What follows belongs to an exercise in optimizing a design on an open flow for small area, a short achievable clock period and few clock cycles; a production flow would make more cautious choices. In this exercise RTL edits were held to simulation tests only and were not proved equivalent to the original. No activity file was given, so power comes from the tool's default toggle rates.

## flow/design.v

```verilog
module slida_codec (
    input  wire        clk,
    input  wire        rst,
    input  wire        req_valid,
    output wire        req_ready,
    input  wire [31:0] req_word,
    output reg         resp_valid,
    output reg  [3:0]  resp_status,
    output reg  [7:0]  resp_r0,
    output reg  [7:0]  resp_r1,
    output reg  [7:0]  resp_r2,
    output reg  [8:0]  resp_r3
);
    localparam integer RX_CAP     = 80;
    localparam integer MAX_PACKET = 64;
    localparam integer MAX_DATA   = MAX_PACKET - 4;
    localparam integer MAX_WIRE   = 2 * MAX_PACKET - 1;
    localparam [7:0] OP_ENC_BYTE     = 8'h01;
    localparam [7:0] OP_DEC_BYTE     = 8'h02;
    localparam [7:0] OP_RX_WRITE     = 8'h03;
    localparam [7:0] OP_RX_PENDING   = 8'h04;
    localparam [7:0] OP_RX_PEEK      = 8'h05;
    localparam [7:0] OP_RX_READ_AT   = 8'h06;
    localparam [7:0] OP_RX_ADVANCE   = 8'h07;
    localparam [7:0] OP_DECODE_NEXT  = 8'h08;
    localparam [7:0] OP_SCRATCH_READ = 8'h09;
    localparam [7:0] OP_TX_LOAD      = 8'h0A;
    localparam [7:0] OP_ENCODE       = 8'h0B;
    localparam [7:0] OP_TX_READ      = 8'h0C;
    localparam [3:0] ST_OK      = 4'd0;
    localparam [3:0] ST_FULL    = 4'd1;
    localparam [3:0] ST_RANGE   = 4'd2;
    localparam [3:0] ST_ENC_LEN = 4'd3;
    localparam [3:0] ST_ENC_CMD = 4'd4;
    localparam [3:0] ST_ILLEGAL = 4'd5;
    localparam [2:0] CODE_EMPTY        = 3'd0;
    localparam [2:0] CODE_INCOMPLETE   = 3'd1;
    localparam [2:0] CODE_HELD_INVALID = 3'd2;
    localparam [2:0] CODE_VALID        = 3'd3;
    localparam [2:0] CODE_RESYNC       = 3'd4;
    localparam [7:0] START  = 8'hFF;
    localparam [7:0] ESCAPE = 8'hFD;
    localparam [2:0] S_IDLE     = 3'd0;
    localparam [2:0] S_DEC_SCAN = 3'd1;
    localparam [2:0] S_DEC_FIN  = 3'd2;
    localparam [2:0] S_ENC_SUM  = 3'd3;
    localparam [2:0] S_ENC_EMIT = 3'd4;
    reg [7:0] rxbuf   [0:RX_CAP-1];
    reg [7:0] scratch [0:MAX_PACKET-1];
    reg [7:0] txdata  [0:MAX_DATA-1];
    reg [7:0] txwire  [0:MAX_WIRE-1];
    reg [7:0] head;
    reg [7:0] tail;
    reg [8:0] tx_len;
    reg [2:0] state;
    wire [7:0] op    = req_word[7:0];
    wire [7:0] opa   = req_word[15:8];
    wire [7:0] opb   = req_word[23:16];
    wire [7:0] opc   = req_word[31:24];
    wire       accept = req_valid && req_ready;
    assign req_ready = (state == S_IDLE);
    function [7:0] add_mod;
        input [7:0] a;
        input [7:0] b;
        reg [8:0] s;
        begin
            s = {1'b0, a} + {1'b0, b};
            if (s >= RX_CAP)
                add_mod = s - RX_CAP;
            else
                add_mod = s[7:0];
        end
    endfunction
    function [7:0] sub_mod;
        input [7:0] a;
        input [7:0] b;
        begin
            if (a >= b)
                sub_mod = a - b;
            else
                sub_mod = a + RX_CAP - b;
        end
    endfunction
    wire [7:0] pending   = sub_mod(head, tail);
    wire [7:0] head_next = add_mod(head, 8'd1);
    wire       rx_full   = (head_next == tail);
    wire       enc_esc  = (opa == START) || (opa == ESCAPE);
    wire       dec_esc_in = opb[0];
    wire       dec_has  = dec_esc_in || (opa != ESCAPE);
    wire [7:0] dec_raw  = dec_esc_in ? opa + 8'd1 : (opa == ESCAPE ? 8'h00 : opa);
    wire       dec_escout = !dec_esc_in && (opa == ESCAPE);
    wire       dec_start  = (opa == START);
    reg [7:0] d_t;         
    reg [7:0] d_n;         
    reg [7:0] d_i;         
    reg [7:0] d_p;         
    reg       d_found_s;
    reg [7:0] d_s;
    reg       d_found_e;
    reg [7:0] d_e;
    reg       d_esc;
    reg [6:0] d_k;         
    reg       d_ovf;
    reg [7:0] d_sum;       
    reg [7:0] d_cmd;
    reg [7:0] d_len;
    wire [7:0] d_w = rxbuf[d_p];
    wire       d_has = d_esc || (d_w != ESCAPE);
    wire [7:0] d_raw = d_esc ? d_w + 8'd1 : d_w;
    wire [9:0] d_sum_lim = {2'b00, (d_k == 7'd2) ? d_raw : d_len} + 10'd3;
    wire       d_in_sum  = ({3'b000, d_k} <= d_sum_lim);
    reg [7:0] e_cmd;
    reg [7:0] e_len;
    reg [7:0] e_delta;
    reg [7:0] e_j;         
    reg [7:0] e_sum;       
    reg [7:0] e_c0;
    reg [7:0] e_c;
    reg [6:0] e_wp;        
    reg       e_second;    
    reg [7:0] e_byte;
    always @(*) begin
        if (e_j == 8'd0)
            e_byte = e_cmd;
        else if (e_j == 8'd1)
            e_byte = e_len;
        else if (e_j == e_len + 8'd2)
            e_byte = e_c;
        else
            e_byte = txdata[e_j - 8'd2];
    end
    wire e_byte_esc = (e_byte == START) || (e_byte == ESCAPE);
    wire e_last     = (e_j == e_len + 8'd2);
    reg       fin_complete;
    reg       fin_ok;
    reg       fin_cz;
    reg       fin_valid;
    reg       fin_full;
    reg [2:0] fin_code;
    reg       fin_rec;
    reg [7:0] fin_cmd;
    reg [7:0] fin_len;
    reg [7:0] rd_idx;
    reg [7:0] adv_dist;
    always @(posedge clk) begin
        if (rst) begin
            state       <= S_IDLE;
            head        <= 8'd0;
            tail        <= 8'd0;
            tx_len      <= 9'd0;
            resp_valid  <= 1'b0;
            resp_status <= 4'd0;
            resp_r0     <= 8'd0;
            resp_r1     <= 8'd0;
            resp_r2     <= 8'd0;
            resp_r3     <= 9'd0;
        end else begin
            resp_valid <= 1'b0;
            case (state)
            S_IDLE: begin
                if (accept) begin
                    resp_status <= ST_OK;
                    resp_r0     <= 8'd0;
                    resp_r1     <= 8'd0;
                    resp_r2     <= 8'd0;
                    resp_r3     <= 9'd0;
                    case (op)
                    OP_ENC_BYTE: begin
                        resp_valid <= 1'b1;
                        resp_r0    <= enc_esc ? ESCAPE : opa;
                        resp_r1    <= enc_esc ? opa - 8'd1 : 8'h00;
                        resp_r3    <= enc_esc ? 9'd2 : 9'd1;
                    end
                    OP_DEC_BYTE: begin
                        resp_valid <= 1'b1;
                        resp_r0    <= dec_raw;
                        resp_r1    <= {5'd0, dec_start, dec_escout, dec_has};
                    end
                    OP_RX_WRITE: begin
                        resp_valid <= 1'b1;
                        if (rx_full) begin
                            resp_status <= ST_FULL;
                        end else begin
                            rxbuf[head] <= opa;
                            head        <= head_next;
                            resp_r3     <= {1'b0, sub_mod(head_next, tail)};
                        end
                    end
                    OP_RX_PENDING: begin
                        resp_valid <= 1'b1;
                        resp_r0    <= head;
                        resp_r1    <= tail;
                        resp_r3    <= {1'b0, pending};
                    end
                    OP_RX_PEEK: begin
                        resp_valid <= 1'b1;
                        if (opa >= pending)
                            resp_status <= ST_RANGE;
                        else
                            resp_r0 <= rxbuf[add_mod(tail, opa)];
                    end
                    OP_RX_READ_AT: begin
                        resp_valid <= 1'b1;
                        rd_idx      = opa % RX_CAP;
                        resp_r0    <= rxbuf[rd_idx];
                    end
                    OP_RX_ADVANCE: begin
                        resp_valid <= 1'b1;
                        adv_dist        = sub_mod(opa, tail);
                        if (opa >= RX_CAP || adv_dist > pending) begin
                            resp_status <= ST_RANGE;
                        end else begin
                            tail    <= opa;
                            resp_r3 <= {1'b0, sub_mod(head, opa)};
                        end
                    end
                    OP_DECODE_NEXT: begin
                        d_t       <= tail;
                        d_n       <= pending;
                        d_i       <= 8'd0;
                        d_p       <= tail;
                        d_found_s <= 1'b0;
                        d_s       <= 8'd0;
                        d_found_e <= 1'b0;
                        d_e       <= 8'd0;
                        d_esc     <= 1'b0;
                        d_k       <= 7'd0;
                        d_ovf     <= 1'b0;
                        d_sum     <= 8'd0;
                        d_cmd     <= 8'd0;
                        d_len     <= 8'd0;
                        state     <= S_DEC_SCAN;
                    end
                    OP_SCRATCH_READ: begin
                        resp_valid <= 1'b1;
                        if (opa >= MAX_PACKET)
                            resp_status <= ST_RANGE;
                        else
                            resp_r0 <= scratch[opa[5:0]];
                    end
                    OP_TX_LOAD: begin
                        resp_valid <= 1'b1;
                        if (opa >= MAX_DATA)
                            resp_status <= ST_RANGE;
                        else
                            txdata[opa] <= opb;
                    end
                    OP_ENCODE: begin
                        if (opa == 8'h00) begin
                            resp_valid  <= 1'b1;
                            resp_status <= ST_ENC_CMD;
                        end else if (opb > MAX_DATA) begin
                            resp_valid  <= 1'b1;
                            resp_status <= ST_ENC_LEN;
                        end else begin
                            e_cmd   <= opa;
                            e_len   <= opb;
                            e_delta <= opc;
                            e_j     <= 8'd0;
                            e_sum   <= 8'd0;
                            state   <= S_ENC_SUM;
                        end
                    end
                    OP_TX_READ: begin
                        resp_valid <= 1'b1;
                        if ({opb[0], opa} >= tx_len)
                            resp_status <= ST_RANGE;
                        else
                            resp_r0 <= txwire[opa[6:0]];
                    end
                    default: begin
                        resp_valid  <= 1'b1;
                        resp_status <= ST_ILLEGAL;
                    end
                    endcase
                end
            end
            S_DEC_SCAN: begin
                if (d_i == d_n) begin
                    state <= S_DEC_FIN;
                end else begin
                    d_i <= d_i + 8'd1;
                    d_p <= add_mod(d_p, 8'd1);
                    if (!d_found_s) begin
                        if (d_w == START) begin
                            d_found_s  <= 1'b1;
                            d_s        <= d_i;
                            scratch[0] <= START;
                            d_k        <= 7'd1;
                            d_esc      <= 1'b0;
                            d_sum      <= START;
                        end
                    end else if (d_w == START) begin
                        d_found_e <= 1'b1;
                        d_e       <= d_i;
                        state     <= S_DEC_FIN;
                    end else begin
                        d_esc <= !d_esc && (d_w == ESCAPE);
                        if (d_has) begin
                            if (d_k < MAX_PACKET) begin
                                scratch[d_k[5:0]] <= d_raw;
                                d_k <= d_k + 7'd1;
                                if (d_k == 7'd1)
                                    d_cmd <= d_raw;
                                if (d_k == 7'd2)
                                    d_len <= d_raw;
                                if (d_in_sum)
                                    d_sum <= d_sum + d_raw;
                            end else begin
                                d_ovf <= 1'b1;
                            end
                        end
                    end
                end
            end
            S_DEC_FIN: begin
                fin_complete = d_found_s && (d_k >= 7'd3) &&
                               ({3'b000, d_k} >= {2'b00, d_len} + 10'd4);
                fin_ok    = fin_complete && (d_sum == 8'd0);
                fin_cz    = fin_ok && (d_cmd == 8'h00);
                fin_valid = fin_ok && !fin_cz;
                fin_full  = (d_n == RX_CAP - 1);
                fin_rec   = 1'b0;
                fin_cmd   = 8'h00;
                fin_len   = 8'h00;
                if (!d_found_s) begin
                    fin_code = CODE_EMPTY;
                    if (fin_full) begin
                        tail    <= add_mod(d_t, d_n);
                        fin_rec  = 1'b1;
                    end
                end else if (d_found_e) begin
                    tail     <= add_mod(d_t, d_e);
                    fin_code  = fin_valid ? CODE_VALID : CODE_RESYNC;
                    fin_cmd   = (d_k >= 7'd2) ? d_cmd : 8'h00;
                    fin_len   = (d_k >= 7'd3) ? d_len : 8'h00;
                end else if (fin_valid) begin
                    tail     <= add_mod(d_t, d_n);
                    fin_code  = CODE_VALID;
                    fin_cmd   = d_cmd;
                    fin_len   = d_len;
                end else begin
                    fin_code = fin_complete ? CODE_HELD_INVALID : CODE_INCOMPLETE;
                    if (fin_full) begin
                        fin_rec = 1'b1;
                        if (d_s != 8'd0)
                            tail <= add_mod(d_t, d_s);
                        else
                            tail <= add_mod(d_t, 8'd1);
                    end
                end
                resp_valid  <= 1'b1;
                resp_status <= ST_OK;
                resp_r0     <= fin_cmd;
                resp_r1     <= fin_len;
                resp_r2     <= {1'b0, fin_cz, fin_rec, d_ovf, d_found_e, fin_code};
                resp_r3     <= {2'b00, d_k};
                state       <= S_IDLE;
            end
            S_ENC_SUM: begin
                if (e_j == e_len) begin
                    e_c0      <= 8'h01 - e_cmd - e_len - e_sum;
                    e_c       <= 8'h01 - e_cmd - e_len - e_sum + e_delta;
                    e_j       <= 8'd0;
                    txwire[0] <= START;
                    e_wp      <= 7'd1;
                    e_second  <= 1'b0;
                    state     <= S_ENC_EMIT;
                end else begin
                    e_sum <= e_sum + txdata[e_j];
                    e_j   <= e_j + 8'd1;
                end
            end
            S_ENC_EMIT: begin
                if (e_byte_esc && !e_second) begin
                    txwire[e_wp] <= ESCAPE;
                    e_wp         <= e_wp + 7'd1;
                    e_second     <= 1'b1;
                end else begin
                    txwire[e_wp] <= e_second ? e_byte - 8'd1 : e_byte;
                    e_wp         <= e_wp + 7'd1;
                    e_second     <= 1'b0;
                    e_j          <= e_j + 8'd1;
                    if (e_last) begin
                        tx_len      <= {2'b00, e_wp} + 9'd1;
                        resp_valid  <= 1'b1;
                        resp_status <= ST_OK;
                        resp_r0     <= e_c;
                        resp_r1     <= e_c0;
                        resp_r2     <= 8'd0;
                        resp_r3     <= {2'b00, e_wp} + 9'd1;
                        state       <= S_IDLE;
                    end
                end
            end
            default: state <= S_IDLE;
            endcase
        end
    end
endmodule
```

## flow/run.sh

```bash
#!/bin/bash
# synth_recipe.tcl (not shown) runs the flow's synth.tcl, then flattens the netlist and writes it again
# the make line also repeats each setting of config.mk as NAME=value (left out here)
make -C /OpenROAD-flow-scripts/flow DESIGN_CONFIG=/design/flow/config.mk WORK_HOME=/design/flow/orfs CLKGATE_MAP_FILE= SYNTH_SCRIPT=/design/flow/synth_recipe.tcl finish
```

## flow/config.mk

```make
export PLATFORM = sky130hd
export DESIGN_NAME = slida_codec
export DESIGN_NICKNAME = slida_codec
export VERILOG_FILES = /design/flow/design.v
export SDC_FILE = /design/flow/constraint.sdc
export NUM_CORES = 4
export LEC_CHECK = 0
export CAP_MARGIN = 20
export CORE_MARGIN = 2
export CORE_UTILIZATION = 40
export PLACE_DENSITY = 0.6
export SLEW_MARGIN = 20
```

## flow/constraint.sdc

```tcl
create_clock -name core_clock -period 10.0 [get_ports {clk}]
set_input_delay 2.0000 -clock core_clock [delete_from_list [all_inputs] [get_ports {clk}]]
set_output_delay 2.0000 -clock core_clock [all_outputs]
set_load 0.01 [all_outputs]
```

==> results.py <==
metrics = {
    "outcome": {
        "run_status": "complete, no violations",
    },
    "logic_synthesis": {
        "syn_avg_cell_area_um2": 15.3,
        "synth_adder_area_share": 0.0232,
        "synth-compound-area-share": 0.100,
        "synth.area.mux_share": 0.142,
        "ys_seq_elements": 2870,
        "synth-seq-area-share": 0.641,
        "xor_and_xnor_area_share_after_synthesis": 0.0125,
        "synth_cells": 8715,
        "ys_async_sr_fraction": 0,
        "predominant_post_synthesis_flop_cell": "sky130_fd_sc_hd__edfxtp_1",
        "yosys.cell_types.count": 105,
        "yosys.area_share.simple": 0.0580,
        "synth-edff-count": 2795,
        "synth_top_family_by_area": "multiplexers",
        "post_synth_instance_area_um2": 133000,
        "yosys_warnings": 1,
    },
    "clock_network": {
        "cts_max_level": 5,
        "hold_buffers_post_cts": 0,
        "post_cts.resized_instances": 0,
        "clockRootBuffer": "sky130_fd_sc_hd__clkbuf_16",
        "clock_path_buffers": 4,
        "cts_setup_buffers": 0,
        "tritoncts": "yes",
        "worst_skew_pair.late_latency_ns": 0.95,
        "cts-buffers-inserted": 304,
        "total_number_of_clock_tree_sinks": 2870,
        "cts.clk_slew.worst_paths_ns": 0.06,
    },
    "setup_path": {
        "critical_path.slowest_cell": "sky130_fd_sc_hd__nand3_1",
        "critical_path.endpoint": "rxbuf[10][7]$_DFFE_PP_",
        "cp_slowest_stage_delay_ns": 1.07,
        "timing.rr.start": "head[1]$_SDFFE_PP0P_",
        "worst_setup_path_startpoint": "head[1]$_SDFFE_PP0P_",
        "path_depth": 21,
        "timing.setup.critical_path_class": "flop to flop",
        "worst-r2r-setup-slack_ns": 1.94,
        "timing.reg2reg.worst_path_depth": 21,
        "cp_max_fo": 16,
        "critical_path.startpoint_type": "flop",
        "timing.rr.end": "rxbuf[10][7]$_DFFE_PP_",
        "cp_top_family": "simple AND/OR/NAND/NOR gates",
        "timing.critical_path.buf_inv": 2,
        "worst-endpoint-arrival_ns": 8.62,
        "crit_path_cell_trace": "ha_1 -> nand3_1 -> xnor2_1 -> inv_1 -> ha_1 -> nand3_1 -> nor2_1 -> mux2_2 -> a22o_1 -> nor2b_1 -> nor2_1 -> xnor2_1 -> inv_1 -> ha_1 -> nand4_1 -> nor2_1 -> nor3_1 -> nand3_1 -> nor3_1 -> nand3_1 -> nor2_1",
        "worstPathRequired_ns": 10.56,
        "cp-end-kind": "flop",
    },
    "pwr": {
        "power.share.combinational": 0.092,
        "power.net_switching_mw": 6.73,
        "p_sw_frac": 0.249,
        "power.sequential.fraction": 0.489,
        "p_int_mw": 20.3,
        "power.clock.fraction": 0.419,
        "irDropWorstVdd_v": 0.000139,
        "cellPowerDensity_nw_per_um2": 181,
        "power_leakage_nw": 51.3,
    },
    "timing": {
        "worstMarginPinSlew_ns": 1.24,
        "highest_achievable_clock_rate_ghz": 0.124,
        "totalNegativeSetupSlack_ns": 0,
        "final.setup_skew_ns": 0.0945,
        "hold_viol": 0,
        "final-max-slew-violation-count": 0,
        "final.setup.worst_slack_ns": 1.94,
        "setup_repair_after_global_routing_missed_its_margin": "no",
        "minimum_clock_period_ns": 8.06,
        "setup_viol": 0,
        "worst_slew_margin_rel": 0.172,
        "final.period_utilization": 0.806,
    },
    "floorplanning": {
        "fp-row-count": 212,
        "start_util": 0.401,
        "die-width_um": 581,
        "die_height_um": 581,
        "design.die.area_um2": 338000,
        "boundaryPins": 74,
        "floorplan.core_area_um2": 333000,
    },
    "hold_path": {
        "hold_class": "flop to flop",
    },
    "placed_design": {
        "place.gp.congestion": 1.01,
        "post-place-ws_ns": 2.34,
        "port-buffer-count": 70,
        "dpl.hpwl_um": 319000,
    },
    "cells_and_area": {
        "fill_cells": 28700,
        "area.growth.synth_to_final_pct": 12.3,
        "layout-drive-gt1-share": 0.181,
        "finalCoreUtilization": 0.450,
        "final_net_count": 9067,
    },
    "route": {
        "route.final.wire_length_um": 496000,
        "dr.pass1.iters": 9,
        "drt.antenna.violating_nets": 0,
        "route.detailed.drc": 0,
        "drt-vias-per-instance": 6.79,
        "violation_count_after_the_first_detailed_routing_iteration": 15200,
        "routed_wire_length_per_instance_um": 36.9,
        "detailroute.via_count": 91300,
    },
    "grt": {
        "first_global_vias": 86700,
        "initial_antenna_violation_count": 28,
        "globalRouteOverflowTotal": 0,
        "grt_first_pass_wirelength_um": 686000,
        "grt_util_all_layers": 0.285,
        "largest_net_degree_at_the_start_of_global_routing": 108,
    },
    "run": {
        "max_cap_violations": 0,
    },
}
==> power by group through the flow <==
stage	Combinational [mW]	Sequential, mW	Clock [mW]
floorplan	1.37	13.4	0
global placement	2.38	13.5	0
detailed placement	2.39	13.5	0
CTS	2.40	13.2	11.4
global route	2.55	13.2	11.8
finish	2.49	13.2	11.3
==> cell usage in the layout (no fill, tap or decap), types with 33 or more instances in the layout <==
master	n
sky130_fd_sc_hd__a31oi_1	58
sky130_fd_sc_hd__dfxtp_1	69
sky130_fd_sc_hd__mux4_1	47
sky130_fd_sc_hd__nor3_1	88
sky130_fd_sc_hd__mux2_2	156
sky130_fd_sc_hd__nor2_1	712
sky130_fd_sc_hd__clkbuf_1	64
sky130_fd_sc_hd__a22oi_1	235
sky130_fd_sc_hd__mux2i_1	244
sky130_fd_sc_hd__xnor2_1	110
sky130_fd_sc_hd__nor2b_1	36
sky130_fd_sc_hd__ha_1	198
sky130_fd_sc_hd__nand4_1	49
sky130_fd_sc_hd__clkinv_1	67
sky130_fd_sc_hd__nand3_1	143
sky130_fd_sc_hd__nor4_1	65
sky130_fd_sc_hd__a21oi_1	299
sky130_fd_sc_hd__inv_1	150
sky130_fd_sc_hd__o22ai_1	470
sky130_fd_sc_hd__edfxtp_1	2795
sky130_fd_sc_hd__nand2_1	341
sky130_fd_sc_hd__mux4_2	596
sky130_fd_sc_hd__clkdlybuf4s50_1	53
sky130_fd_sc_hd__xor2_1	77
sky130_fd_sc_hd__a221oi_1	93
sky130_fd_sc_hd__clkinv_2	33
sky130_fd_sc_hd__a211oi_1	83
sky130_fd_sc_hd__o211ai_1	33
sky130_fd_sc_hd__o221ai_1	83
sky130_fd_sc_hd__buf_4	274
sky130_fd_sc_hd__o21ai_0	198
sky130_fd_sc_hd__a21o_1	45
sky130_fd_sc_hd__clkbuf_16	306
sky130_fd_sc_hd__and3_1	34
sky130_fd_sc_hd__a22o_1	45
==> per-stage QoR <==
stage	cell area [um2]	hold slack (ns)	total power, mW	cells
floorplan	133000	0.436	14.8	8717
global placement	140000	0.449	15.8	12900
detailed placement	140000	0.455	15.8	12900
CTS	150000	0.463	27.0	13400
global route	150000	0.480	27.6	13400
finish	150000	0.465	27.0	13400
==> worst register-to-register path: cells and delay by family, from the launching register on <==
family / cells / cell delay (ns)
xor+xnor: 2 / 0.74
mux: 1 / 0.27
compound gates: 1 / 0.25
simple gates: 12 / 4.48
fa+ha+maj: 3 / 0.91
buf+inv: 2 / 0.23
flops: 1 / 0.79
==> metal layers <==
layer	up-vias	global-route usage	share of wire
li1	35800	-	-
met1	46600	0.387	0.37
met2	7388	0.418	0.43
met3	1419	0.0882	0.14
met4	16	0.132	0.055
met5	-	0	0.00021
==> cell type report <==
class                   count  area [um2]  area share
diodes                     13        32.5    0.000217
clock buffers             371        7910      0.0528
clock inverters           179        1870      0.0125
inverters                 160         606     0.00404
multi-input cells        5103       45200       0.302
flip-flops and latches   2870       85400       0.571
well taps                4387        5490      0.0367
repair buffers            364        3150      0.0210
==> registers in the layout, summed over array words and instances, names as in the netlist, 480 cells and up, named ones only <==
register	flops
txwire	1016
rxbuf	640
scratch	512
txdata	480
==> cells in the mapped netlist, types with 93 or more instances <==
master	count	area share
sky130_fd_sc_hd__a22oi_1	235	0.013
sky130_fd_sc_hd__mux2i_1	244	0.018
sky130_fd_sc_hd__o22ai_1	470	0.022
sky130_fd_sc_hd__nand2_1	362	0.010
sky130_fd_sc_hd__mux4_2	596	0.10
sky130_fd_sc_hd__nor3_1	95	0.0036
sky130_fd_sc_hd__nand3_1	145	0.0054
sky130_fd_sc_hd__nor2_1	724	0.020
sky130_fd_sc_hd__xnor2_1	113	0.0074
sky130_fd_sc_hd__inv_1	151	0.0043
sky130_fd_sc_hd__buf_1	107	0.0030
sky130_fd_sc_hd__mux2_2	156	0.013
sky130_fd_sc_hd__clkbuf_1	358	0.010
sky130_fd_sc_hd__o21ai_0	199	0.0075
sky130_fd_sc_hd__edfxtp_1	2795	0.63
sky130_fd_sc_hd__a221oi_1	93	0.0061
sky130_fd_sc_hd__ha_1	200	0.019
sky130_fd_sc_hd__a21oi_1	301	0.011
==> worst min-delay path by stage <==
stage / startpoint / to / slack (ns) / cells after the start
after global routing: tx_len[7]$_SDFFE_PP0P_ / tx_len[7]$_SDFFE_PP0P_ / 0.48 / 2
after detailed placement: tx_len[7]$_SDFFE_PP0P_ / tx_len[7]$_SDFFE_PP0P_ / 0.46 / 2
after CTS: tx_len[7]$_SDFFE_PP0P_ / tx_len[7]$_SDFFE_PP0P_ / 0.46 / 2
after global placement: tx_len[1]$_SDFFE_PP0P_ / tx_len[1]$_SDFFE_PP0P_ / 0.45 / 2
after floorplan: tx_len[1]$_SDFFE_PP0P_ / tx_len[1]$_SDFFE_PP0P_ / 0.44 / 2
final: tx_len[7]$_SDFFE_PP0P_ / tx_len[7]$_SDFFE_PP0P_ / 0.46 / 2
==> kinds of logic (layout without fill, tap and decap cells) <==
kind of cell    Yosys count  count (layout)
compound gates         1945            1945
flops                  2870            2870
mux                    1045            1045
xor+xnor                190             190
buf+inv                 744            1074
other cells               1              16
fa+ha+maj               230             230
simple gates           1690            1690
Testbench counts, summed over its fixed seeds: cycles 50,736.

==> re-timing with driven ports <==
How much do the figures lean on ideal ports? The routed layout below was timed once more, with nothing changed but the port constraints. Step 1: set_driving_cell puts a clkbuf_16 on clk and a buf_2 on each other input, an assumption about the parent block. Step 2, shift: input delay + t, output delay - t, t = (earliest + latest rising clock arrival at the registers) / 2. This alone moves slack from input paths to output paths. Slacks: ideal / step 1 / step 2; pairs: ideal / step 1.
t (ns): 1.015
slack for setup (ns): 1.936 / 1.936 / 1.936
hold slack, ns: 0.465 / 0.465 / 0.465
worst data-port slew with drivers (ns): 0.15
After both steps setup and hold are still met in this run. The setup slack of this run moves by 0.000 ns with the drivers and by 0.000 ns with both steps.
